Context: an optimization exercise on an open-source flow, tuned for small area, a short achievable clock period and few clock cycles per item. The choices shown serve that exercise and are no tape-out recipe.
No activity file was given, so power comes from the tool's default toggle rates.

== the previous run ==
==> module tpe_fparse, before the edit <==
module tpe_fparse (
    input  wire         clk,
    input  wire         rst,
    input  wire         in_valid,
    input  wire [7:0]   in_data,
    input  wire         in_last,
    output reg          in_ready,
    output reg          out_valid,
    input  wire         out_ready,
    output reg          out_end,
    output wire [7:0]   out_kind,
    output reg          out_success,
    output reg  [31:0]  out_word,
    output wire [15:0]  out_period,
    output reg          out_flag,
    output reg  [103:0] out_temps,
    output reg  [15:0]  out_cursor
);
    localparam [7:0]  SYNC0       = 8'hCA;
    localparam [7:0]  SYNC1       = 8'hFE;
    localparam [15:0] CRC_POLY    = 16'h1021;
    localparam [15:0] CRC_INIT    = 16'hFFFF;
    function [15:0] crc_byte;
        input [15:0] c_in;
        input [7:0]  b;
        reg   [15:0] c;
        integer      i;
        begin
            c = c_in ^ {b, 8'h00};
            for (i = 0; i < 8; i = i + 1)
                c = c[15] ? ((c << 1) ^ CRC_POLY) : (c << 1);
            crc_byte = c;
        end
    endfunction
    reg  [8:0]  fidx;          
    reg  [8:0]  lastidx;       
    reg         at_last;       
    reg         stopped;       
    reg  [15:0] crc_rx;
    reg  [15:0] crc;
    reg  [2:0]  kind;
    reg         chk;           
    reg  [3:0]  crcgood;       
    reg         lastp;         
    reg         fresh;         
    reg         end_pending;
    reg         end_zero;      
    reg         zq;            
    assign out_kind   = {5'd0, kind};
    assign out_period = out_temps[15:0];
    wire out_free = !out_valid || out_ready;
    wire take = in_valid && in_ready;
    wire wr = !out_valid;      
    wire type_ok = (in_data[7:3] == 5'd0) && (in_data[2:0] != 3'd0) && (in_data[2:0] != 3'd7);
    reg  hdr_bad;
    always @(*) begin
        case (fidx)
            9'd0:    hdr_bad = (in_data != SYNC0);
            9'd1:    hdr_bad = (in_data != SYNC1);
            9'd4:    hdr_bad = !type_ok;
            default: hdr_bad = 1'b0;
        endcase
    end
    wire f6 = (fidx == 9'd6);
    wire frame_done = f6 ? (in_data == 8'd0) : at_last;
    wire [15:0] crc_next = crc_byte(crc, in_data);
    reg  rec_len_ok;
    always @(*) begin
        case (kind)
            3'd4:    rec_len_ok = (lastidx >= 9'd23);
            3'd3:    rec_len_ok = (lastidx >= 9'd12);
            3'd6:    rec_len_ok = (lastidx != 9'd6);
            default: rec_len_ok = 1'b1;
        endcase
    end
    wire        crc_ok   = chk && (&crcgood);
    wire        rec_b    = crc_ok && rec_len_ok;
    wire [9:0]  csum_lo  = {1'b0, out_cursor[8:0]} + {1'b0, lastidx} + 10'd1;
    wire [6:0]  cur_hi1  = out_cursor[15:9] + 7'd1;
    wire [15:0] csum     = {csum_lo[9] ? cur_hi1 : out_cursor[15:9], csum_lo[8:0]};
    integer k;
    always @(posedge clk) begin
        case (fidx)
            9'd2: crc_rx[7:0]  <= in_data;
            9'd3: crc_rx[15:8] <= in_data;
            9'd4: if (wr) kind        <= in_data[2:0];
            9'd5: if (wr) out_success <= (in_data != 8'd0);
            9'd7: if (wr) out_flag    <= (in_data != 8'd0);
            9'd6: lastidx <= {1'b0, in_data} + 9'd6;
            default: ;
        endcase
        for (k = 0; k < 4; k = k + 1)
            if (wr && fidx == 9'd7 + k) out_word[8*k +: 8] <= in_data;
        for (k = 0; k < 13; k = k + 1)
            if (wr && fidx == 9'd11 + k) out_temps[8*k +: 8] <= in_data;
        if (fidx < 9'd4)
            crc <= CRC_INIT;
        else if (take)
            crc <= crc_next;
        for (k = 0; k < 4; k = k + 1)
            crcgood[k] <= (crc_next[4*k +: 4] == crc_rx[4*k +: 4]);
    end
    reg s0v, s0e, s1v, s1z, s2v;
    reg cur_zero;
    reg restart;
    wire [8:0] fidx_inc = fidx + 9'd1;
    always @(posedge clk) begin
        s0v = out_valid;   s0e = out_end;
        s1v = end_pending; s1z = end_zero;
        s2v = zq;
        cur_zero = 1'b0;
        restart = take && (in_last || frame_done);
        if (rst) begin
            fidx        <= 9'd0;
            at_last     <= 1'b0;
            stopped     <= 1'b0;
            chk         <= 1'b0;
            lastp       <= 1'b0;
            fresh       <= 1'b1;
            end_pending <= 1'b0;
            end_zero    <= 1'b0;
            zq          <= 1'b0;
            out_valid   <= 1'b0;
            in_ready    <= 1'b1;
        end else begin
            chk   <= take && frame_done && !stopped;
            lastp <= take && in_last;
            if (restart) begin
                fidx    <= 9'd0;
                at_last <= 1'b0;
            end else if (take) begin
                fidx    <= fidx_inc;
                at_last <= f6 ? (in_data == 8'd1) : (fidx_inc == lastidx);
            end
            if (take && in_last)
                stopped <= 1'b0;
            else if ((take && !stopped && hdr_bad) || (chk && !(&crcgood) && !lastp))
                stopped <= 1'b1;
            if (crc_ok)
                fresh <= 1'b0;
            if (lastp)
                fresh <= 1'b1;
            if (fresh && !out_valid && !lastp)
                cur_zero = 1'b1;
            if (out_free) begin
                s0v = s1v;  s0e = 1'b1;
                if (s1v && s1z)
                    cur_zero = 1'b1;
                s1v = s2v;  s1z = 1'b1;
                s2v = 1'b0;
            end
            if (rec_b) begin
                s0v = 1'b1; s0e = 1'b0;
                if (lastp) begin
                    s1v = 1'b1; s1z = 1'b0;
                end
            end else if (lastp) begin
                if (!s0v) begin
                    s0v = 1'b1; s0e = 1'b1;
                    if (fresh) cur_zero = 1'b1;
                end else if (!s1v) begin
                    s1v = 1'b1; s1z = s0e;
                    if (fresh && !s0e) cur_zero = 1'b1;
                end else
                    s2v = 1'b1;
            end
            if (crc_ok)
                out_cursor <= csum;
            else if (cur_zero)
                out_cursor <= 16'd0;
            out_valid   <= s0v;
            out_end     <= s0e;
            end_pending <= s1v;
            end_zero    <= s1z;
            zq          <= s2v;
            in_ready    <= !(take && in_last) && !s2v &&
                           !(s0v && (take ? (!restart && fidx >= 9'd3) : (fidx >= 9'd4)));
        end
    end
endmodule
Settings: LEC_CHECK=0, ABC_CLOCK_PERIOD_IN_PS=2000, CAP_MARGIN=20, CORE_MARGIN=2, CORE_UTILIZATION=40, CTS_CLUSTER_DIAMETER=100, CTS_CLUSTER_SIZE=28, SETUP_SLACK_MARGIN=2.45, SLEW_MARGIN=20; clock period 4.5 ns.
standard.sh (not shown) runs the stock make flow with config.mk's settings and CLKGATE_MAP_FILE= SYNTH_SCRIPT=/design/flow/synth_recipe.tcl, a recipe that flattens the netlist after the stock synthesis.
==> flow/flow/run.sh <==
#!/bin/bash
# The standard layout, with plain buf_1 cells as the port buffers.
set -euo pipefail
export BUFFER_PORTS_ARGS="-buffer_cell sky130_fd_sc_hd__buf_1"
bash standard.sh > standard_flow.log 2>&1
[inputs] the current run vs the previous run
-- flow/design.v --
<<< the previous run, line 33
        end
    endfunction
    reg  [8:0]  fidx;          
    reg  [8:0]  lastidx;       
    reg         at_last;       
    reg         stopped;       
>>> the current run, line 33
        end
    endfunction
    reg  [8:0]  fidx;
    reg         rs;
    wire [8:0]  fe = rs ? 9'd0 : fidx;
    reg  [7:0]  rem;           
    reg         at_last;       
    reg         stopped;       
<<< the previous run, line 55
    reg  hdr_bad;
    always @(*) begin
        case (fidx)
            9'd0:    hdr_bad = (in_data != SYNC0);
            9'd1:    hdr_bad = (in_data != SYNC1);
>>> the current run, line 57
    reg  hdr_bad;
    always @(*) begin
        case (fe)
            9'd0:    hdr_bad = (in_data != SYNC0);
            9'd1:    hdr_bad = (in_data != SYNC1);
<<< the previous run, line 62
        endcase
    end
    wire f6 = (fidx == 9'd6);
    wire frame_done = f6 ? (in_data == 8'd0) : at_last;
    wire [15:0] crc_next = crc_byte(crc, in_data);
>>> the current run, line 64
        endcase
    end
    wire f6 = (fe == 9'd6);
    wire frame_done = f6 ? (in_data == 8'd0) : at_last;
    wire [15:0] crc_next = crc_byte(crc, in_data);
<<< the previous run, line 68
    always @(*) begin
        case (kind)
            3'd4:    rec_len_ok = (lastidx >= 9'd23);
            3'd3:    rec_len_ok = (lastidx >= 9'd12);
            3'd6:    rec_len_ok = (lastidx != 9'd6);
            default: rec_len_ok = 1'b1;
        endcase
>>> the current run, line 70
    always @(*) begin
        case (kind)
            3'd4:    rec_len_ok = (fidx >= 9'd24);
            3'd3:    rec_len_ok = (fidx >= 9'd13);
            3'd6:    rec_len_ok = (fidx != 9'd7);
            default: rec_len_ok = 1'b1;
        endcase
<<< the previous run, line 76
    wire        crc_ok   = chk && (&crcgood);
    wire        rec_b    = crc_ok && rec_len_ok;
    wire [9:0]  csum_lo  = {1'b0, out_cursor[8:0]} + {1'b0, lastidx} + 10'd1;
    wire [6:0]  cur_hi1  = out_cursor[15:9] + 7'd1;
    wire [15:0] csum     = {csum_lo[9] ? cur_hi1 : out_cursor[15:9], csum_lo[8:0]};
    integer k;
    always @(posedge clk) begin
        case (fidx)
            9'd2: crc_rx[7:0]  <= in_data;
            9'd3: crc_rx[15:8] <= in_data;
>>> the current run, line 78
    wire        crc_ok   = chk && (&crcgood);
    wire        rec_b    = crc_ok && rec_len_ok;
    wire [9:0]  csum_lo  = {1'b0, out_cursor[8:0]} + {1'b0, fidx};
    wire [6:0]  cur_hi1  = out_cursor[15:9] + 7'd1;
    wire [15:0] csum     = {csum_lo[9] ? cur_hi1 : out_cursor[15:9], csum_lo[8:0]};
    integer k;
    always @(posedge clk) begin
        case (fe)
            9'd2: crc_rx[7:0]  <= in_data;
            9'd3: crc_rx[15:8] <= in_data;
<<< the previous run, line 87
            9'd5: if (wr) out_success <= (in_data != 8'd0);
            9'd7: if (wr) out_flag    <= (in_data != 8'd0);
            9'd6: lastidx <= {1'b0, in_data} + 9'd6;
            default: ;
        endcase
        for (k = 0; k < 4; k = k + 1)
            if (wr && fidx == 9'd7 + k) out_word[8*k +: 8] <= in_data;
        for (k = 0; k < 13; k = k + 1)
            if (wr && fidx == 9'd11 + k) out_temps[8*k +: 8] <= in_data;
        if (fidx < 9'd4)
            crc <= CRC_INIT;
        else if (take)
>>> the current run, line 89
            9'd5: if (wr) out_success <= (in_data != 8'd0);
            9'd7: if (wr) out_flag    <= (in_data != 8'd0);
            default: ;
        endcase
        for (k = 0; k < 4; k = k + 1)
            if (wr && fe == 9'd7 + k) out_word[8*k +: 8] <= in_data;
        for (k = 0; k < 13; k = k + 1)
            if (wr && fe == 9'd11 + k) out_temps[8*k +: 8] <= in_data;
        if (f6)
            rem <= in_data;
        else if (take)
            rem <= rem - 8'd1;
        if (fe < 9'd4)
            crc <= CRC_INIT;
        else if (take)
<<< the previous run, line 104
    reg cur_zero;
    reg restart;
    wire [8:0] fidx_inc = fidx + 9'd1;
    always @(posedge clk) begin
        s0v = out_valid;   s0e = out_end;
>>> the current run, line 109
    reg cur_zero;
    reg restart;
    always @(posedge clk) begin
        s0v = out_valid;   s0e = out_end;
<<< the previous run, line 113
        if (rst) begin
            fidx        <= 9'd0;
            at_last     <= 1'b0;
            stopped     <= 1'b0;
>>> the current run, line 117
        if (rst) begin
            fidx        <= 9'd0;
            rs          <= 1'b0;
            at_last     <= 1'b0;
            stopped     <= 1'b0;
<<< the previous run, line 126
            chk   <= take && frame_done && !stopped;
            lastp <= take && in_last;
            if (restart) begin
                fidx    <= 9'd0;
                at_last <= 1'b0;
            end else if (take) begin
                fidx    <= fidx_inc;
                at_last <= f6 ? (in_data == 8'd1) : (fidx_inc == lastidx);
            end
            if (take && in_last)
                stopped <= 1'b0;
>>> the current run, line 131
            chk   <= take && frame_done && !stopped;
            lastp <= take && in_last;
            rs   <= restart;
            fidx <= take ? fe + 9'd1 : fe;
            if (restart)
                at_last <= 1'b0;
            else if (take)
                at_last <= f6 ? (in_data == 8'd1) : (fe >= 9'd7 && rem == 8'd2);
            if (take && in_last)
                stopped <= 1'b0;
<<< the previous run, line 175
            zq          <= s2v;
            in_ready    <= !(take && in_last) && !s2v &&
                           !(s0v && (take ? (!restart && fidx >= 9'd3) : (fidx >= 9'd4)));
        end
    end
>>> the current run, line 179
            zq          <= s2v;
            in_ready    <= !(take && in_last) && !s2v &&
                           !(s0v && (take ? (!(in_last || (!f6 && at_last)) && fe >= 9'd3)
                                          : (fe >= 9'd4)));
        end
    end
==> run summary <==
In the reports for the previous run and the current run, the larger number of synthesized flops with an enable pin belongs to the previous run.
Against the previous run, the current run reports a synthesized cell count that is higher.
Run comparison: the previous run last element of the critical path out_cursor[8]; the current run last element of the critical path out_word[11]
Sort the previous run and the current run by average wire length per cell after detail routing desc -> top: the previous run
Count of buffers not belonging to the clock network in the layout (higher): the previous run
Routed wire length (higher): the previous run
Diff the previous run..the current run | I/O pin count | unchanged
In the tables for the previous run and the current run, synthesized-area fraction occupied by xor and xnor cells reads lower with the current run.
Relative to the previous run, number of antenna violations at the first check in global routing has decreased by 1 in the current run.
Growth of design area from synthesis to finish: the current run vs the previous run down 3.5 points
In the metrics for the previous run and the current run, the one carrying the higher total design power is the previous run.
The current run vs. the previous run: count of cell types in the netlist went down by 6.7%.
Comparing the two runs side by side, the current run comes out ahead of the previous run on die outline area.
No functional check of the RTL was part of any run of this note.

---

The RTL this note starts from:
==> flow/design.v <==
module tpe_fparse (
    input  wire         clk,
    input  wire         rst,
    input  wire         in_valid,
    input  wire [7:0]   in_data,
    input  wire         in_last,
    output wire         in_ready,
    output reg          out_valid,
    input  wire         out_ready,
    output reg          out_end,
    output wire [7:0]   out_kind,
    output reg          out_success,
    output reg  [31:0]  out_word,
    output wire [15:0]  out_period,
    output reg          out_flag,
    output reg  [103:0] out_temps,
    output reg  [15:0]  out_cursor
);
    localparam [7:0]  SYNC0       = 8'hCA;
    localparam [7:0]  SYNC1       = 8'hFE;
    localparam [15:0] CRC_POLY    = 16'h1021;
    localparam [15:0] CRC_INIT    = 16'hFFFF;
    function [15:0] crc_byte;
        input [15:0] c_in;
        input [7:0]  b;
        reg   [15:0] c;
        integer      i;
        begin
            c = c_in ^ {b, 8'h00};
            for (i = 0; i < 8; i = i + 1)
                c = c[15] ? ((c << 1) ^ CRC_POLY) : (c << 1);
            crc_byte = c;
        end
    endfunction
    reg  [8:0]  fidx;          
    reg  [8:0]  lastidx;       
    reg         recq;          
    reg         stopped;       
    reg  [15:0] crc_rx;
    reg  [15:0] crc;
    reg  [2:0]  kind;
    reg         chk;           
    reg         lastp;         
    reg         fresh;         
    reg         end_pending;
    reg         end_zero;      
    reg         zq;            
    assign out_kind   = {5'd0, kind};
    assign out_period = out_temps[15:0];
    wire fidx_hi = |fidx[8:3];
    wire fidx_ge4 = |fidx[8:2];
    wire out_free = !out_valid || out_ready;
    assign in_ready = !lastp && !zq && !(fidx_ge4 && out_valid);
    wire take = in_valid && in_ready;
    wire wr = !out_valid;      
    wire type_ok = (in_data[7:3] == 5'd0) && (in_data[2:0] != 3'd0) && (in_data[2:0] != 3'd7);
    reg  hdr_bad;
    always @(*) begin
        case (fidx)
            9'd0:    hdr_bad = (in_data != SYNC0);
            9'd1:    hdr_bad = (in_data != SYNC1);
            9'd4:    hdr_bad = !type_ok;
            default: hdr_bad = 1'b0;
        endcase
    end
    wire frame_done = (fidx == 9'd6) ? (in_data == 8'd0)
                                     : ((fidx_hi || fidx[2:0] == 3'd7) && fidx == lastidx);
    reg  rec_len_ok;
    always @(*) begin
        case (kind)
            3'd4:    rec_len_ok = (in_data >= 8'd17);
            3'd3:    rec_len_ok = (in_data >= 8'd6);
            3'd6:    rec_len_ok = (in_data != 8'd0);
            default: rec_len_ok = 1'b1;
        endcase
    end
    wire        crc_ok   = chk && (crc == crc_rx);
    wire        rec_b    = crc_ok && recq;
    wire [15:0] endval   = crc_ok ? out_cursor + {7'd0, lastidx} + 16'd1
                                  : (fresh ? 16'd0 : out_cursor);
    integer k;
    always @(posedge clk) begin
        case (fidx)
            9'd2: crc_rx[7:0]  <= in_data;
            9'd3: crc_rx[15:8] <= in_data;
            9'd4: if (wr) kind        <= in_data[2:0];
            9'd5: if (wr) out_success <= (in_data != 8'd0);
            9'd7: if (wr) out_flag    <= (in_data != 8'd0);
            9'd6: begin
                lastidx <= {1'b0, in_data} + 9'd6;
                recq    <= rec_len_ok;
            end
            default: ;
        endcase
        for (k = 0; k < 4; k = k + 1)
            if (wr && fidx == 9'd7 + k) out_word[8*k +: 8] <= in_data;
        for (k = 0; k < 13; k = k + 1)
            if (wr && fidx == 9'd11 + k) out_temps[8*k +: 8] <= in_data;
        if (fidx < 9'd4)
            crc <= CRC_INIT;
        else if (take)
            crc <= crc_byte(crc, in_data);
    end
    reg s0v, s0e, s1v, s1z, s2v;
    always @(posedge clk) begin
        s0v = out_valid;   s0e = out_end;
        s1v = end_pending; s1z = end_zero;
        s2v = zq;
        if (rst) begin
            fidx        <= 9'd0;
            stopped     <= 1'b0;
            chk         <= 1'b0;
            lastp       <= 1'b0;
            fresh       <= 1'b1;
            end_pending <= 1'b0;
            end_zero    <= 1'b0;
            zq          <= 1'b0;
            out_valid   <= 1'b0;
        end else begin
            chk   <= take && frame_done && !stopped;
            lastp <= take && in_last;
            if (take) begin
                if (in_last || frame_done)
                    fidx <= 9'd0;
                else
                    fidx <= fidx + 9'd1;
            end
            if (take && in_last)
                stopped <= 1'b0;
            else if ((take && !stopped && hdr_bad) || (chk && !crc_ok && !lastp))
                stopped <= 1'b1;
            if (take && fidx == 9'd4)
                fresh <= 1'b0;
            if (lastp)
                fresh <= 1'b1;
            if (out_free) begin
                s0v = s1v;  s0e = 1'b1;
                if (s1v && s1z)
                    out_cursor <= 16'd0;
                s1v = s2v;  s1z = 1'b1;
                s2v = 1'b0;
            end
            if (rec_b) begin
                s0v = 1'b1; s0e = 1'b0;
                out_cursor <= endval;
                if (lastp) begin
                    s1v = 1'b1; s1z = 1'b0;
                end
            end else if (lastp) begin
                if (!s0v) begin
                    s0v = 1'b1; s0e = 1'b1;
                    out_cursor <= endval;
                end else if (!s1v) begin
                    s1v = 1'b1; s1z = s0e;
                    if (!s0e)
                        out_cursor <= endval;
                end else
                    s2v = 1'b1;
            end else if (crc_ok)
                out_cursor <= endval;
            else if (take && fidx == 9'd4 && fresh)
                out_cursor <= 16'd0;
            out_valid   <= s0v;
            out_end     <= s0e;
            end_pending <= s1v;
            end_zero    <= s1z;
            zq          <= s2v;
        end
    end
endmodule
==> flow/config.mk <==
export PLATFORM = sky130hd
export DESIGN_NAME = tpe_fparse
export DESIGN_NICKNAME = tpe_fparse
export VERILOG_FILES = /design/flow/design.v
export SDC_FILE = /design/flow/constraint.sdc
export NUM_CORES = 4
export LEC_CHECK = 0
export ABC_CLOCK_PERIOD_IN_PS = 2000
export CAP_MARGIN = 20
export CORE_MARGIN = 2
export CORE_UTILIZATION = 40
export SETUP_SLACK_MARGIN = 2.3
export SLEW_MARGIN = 20
==> flow/constraint.sdc <==
create_clock -name core_clock -period 4.5 [get_ports {clk}]
set_input_delay 0.9000 -clock core_clock [delete_from_list [all_inputs] [get_ports {clk}]]
set_output_delay 0.9000 -clock core_clock [all_outputs]
set_load 0.01 [all_outputs]
Scripts as last shown in full above: flow/flow/run.sh
Rerun with:
--- a/flow/design.v
+++ b/flow/design.v
@@ -2,11 +2,11 @@
     input  wire         clk,
     input  wire         rst,
     input  wire         in_valid,
     input  wire [7:0]   in_data,
     input  wire         in_last,
-    output wire         in_ready,
+    output reg          in_ready,
     output reg          out_valid,
     input  wire         out_ready,
     output reg          out_end,
     output wire [7:0]   out_kind,
     output reg          out_success,
@@ -46,13 +46,11 @@
     reg         end_zero;      
     reg         zq;            
     assign out_kind   = {5'd0, kind};
     assign out_period = out_temps[15:0];
     wire fidx_hi = |fidx[8:3];
-    wire fidx_ge4 = |fidx[8:2];
     wire out_free = !out_valid || out_ready;
-    assign in_ready = !lastp && !zq && !(fidx_ge4 && out_valid);
     wire take = in_valid && in_ready;
     wire wr = !out_valid;      
     wire type_ok = (in_data[7:3] == 5'd0) && (in_data[2:0] != 3'd0) && (in_data[2:0] != 3'd7);
     reg  hdr_bad;
     always @(*) begin
@@ -74,12 +72,11 @@
             default: rec_len_ok = 1'b1;
         endcase
     end
     wire        crc_ok   = chk && (crc == crc_rx);
     wire        rec_b    = crc_ok && recq;
-    wire [15:0] endval   = crc_ok ? out_cursor + {7'd0, lastidx} + 16'd1
-                                  : (fresh ? 16'd0 : out_cursor);
+    wire [15:0] csum     = out_cursor + {7'd0, lastidx} + 16'd1;
     integer k;
     always @(posedge clk) begin
         case (fidx)
             9'd2: crc_rx[7:0]  <= in_data;
             9'd3: crc_rx[15:8] <= in_data;
@@ -100,71 +97,79 @@
             crc <= CRC_INIT;
         else if (take)
             crc <= crc_byte(crc, in_data);
     end
     reg s0v, s0e, s1v, s1z, s2v;
+    reg cur_zero;
+    reg [8:0] fidx_n;
     always @(posedge clk) begin
         s0v = out_valid;   s0e = out_end;
         s1v = end_pending; s1z = end_zero;
         s2v = zq;
+        cur_zero = 1'b0;
+        fidx_n = fidx;
+        if (take) begin
+            if (in_last || frame_done)
+                fidx_n = 9'd0;
+            else
+                fidx_n = fidx + 9'd1;
+        end
         if (rst) begin
             fidx        <= 9'd0;
             stopped     <= 1'b0;
             chk         <= 1'b0;
             lastp       <= 1'b0;
             fresh       <= 1'b1;
             end_pending <= 1'b0;
             end_zero    <= 1'b0;
             zq          <= 1'b0;
             out_valid   <= 1'b0;
+            in_ready    <= 1'b1;
         end else begin
             chk   <= take && frame_done && !stopped;
             lastp <= take && in_last;
-            if (take) begin
-                if (in_last || frame_done)
-                    fidx <= 9'd0;
-                else
-                    fidx <= fidx + 9'd1;
-            end
+            fidx  <= fidx_n;
             if (take && in_last)
                 stopped <= 1'b0;
             else if ((take && !stopped && hdr_bad) || (chk && !crc_ok && !lastp))
                 stopped <= 1'b1;
-            if (take && fidx == 9'd4)
-                fresh <= 1'b0;
+            if (take && fidx == 9'd4) begin
+                fresh    <= 1'b0;
+                cur_zero = fresh;
+            end
             if (lastp)
                 fresh <= 1'b1;
             if (out_free) begin
                 s0v = s1v;  s0e = 1'b1;
                 if (s1v && s1z)
-                    out_cursor <= 16'd0;
+                    cur_zero = 1'b1;
                 s1v = s2v;  s1z = 1'b1;
                 s2v = 1'b0;
             end
             if (rec_b) begin
                 s0v = 1'b1; s0e = 1'b0;
-                out_cursor <= endval;
                 if (lastp) begin
                     s1v = 1'b1; s1z = 1'b0;
                 end
             end else if (lastp) begin
                 if (!s0v) begin
                     s0v = 1'b1; s0e = 1'b1;
-                    out_cursor <= endval;
+                    if (fresh) cur_zero = 1'b1;
                 end else if (!s1v) begin
                     s1v = 1'b1; s1z = s0e;
-                    if (!s0e)
-                        out_cursor <= endval;
+                    if (fresh && !s0e) cur_zero = 1'b1;
                 end else
                     s2v = 1'b1;
-            end else if (crc_ok)
-                out_cursor <= endval;
-            else if (take && fidx == 9'd4 && fresh)
+            end
+            if (crc_ok)
+                out_cursor <= csum;
+            else if (cur_zero)
                 out_cursor <= 16'd0;
             out_valid   <= s0v;
             out_end     <= s0e;
             end_pending <= s1v;
             end_zero    <= s1z;
             zq          <= s2v;
+            in_ready    <= !(take && in_last) && !s2v && !(s0v && fidx_n >= 9'd4);
         end
     end
 endmodule
=>
- The new run produced a clean layout
- register-to-register slack gains 0.29 ns
- utilization went down by 1.5 points
- hold slack gets worse by 0.023 ns
- wire length is lower by about a fifth
- synthesized area shrinks by a few percent
- die area falls by a few percent
- worst setup slack improved by 0.39 ns
- sequential power hardly moves
- critical path depth came out higher by 3
- sequential cell count is higher by 1
- power decreases by a few percent
- clock skew stays flat
No run of this note included a check of the RTL's function; only the layout flow was run.

## separate check: timing with driven ports
The results above use ideal ports. As a check the final layouts listed here were re-extracted and re-timed, cells and wires unchanged.
Step 1: set_driving_cell puts a clkbuf_16 on clk and a buf_2 on each other input, an assumption about the parent block.
Step 2 adds t to the input delays and takes it off the output delays; t is the mean of the earliest and latest rising clock arrival at the registers after step 1. Input paths then give back, and output paths get back, about the clock's delay inside the block.
Slacks: ideal / step 1 / step 2; pairs: ideal / step 1.
| run | t, ns | setup slack, ns | clock arrival spread, ns | slew at the worst register clock pin (ns) | pins driven straight from the clock port |
|---|---|---|---|---|---|
| the previous run | 0.506 | 2.320 / 2.320 / 1.819 | 0.022 / 0.023 | 0.11 / 0.11 | 1 |
| the current run | 0.504 | 2.306 / 2.306 / 2.030 | 0.024 / 0.025 | 0.11 / 0.11 | 1 |
| the first run of note 2 | 0.557 | 1.813 / 1.767 / 1.646 | 0.010 / 0.010 | 0.06 / 0.06 | 1 |
| the second run of note 2 | 0.546 | 2.199 / 2.199 / 1.797 | 0.010 / 0.009 | 0.06 / 0.06 | 1 |
After both steps every run listed still meets setup and hold. For the previous run, which loses most, drivers alone change the setup slack by 0.000 ns; drivers and shift together by -0.501 ns.
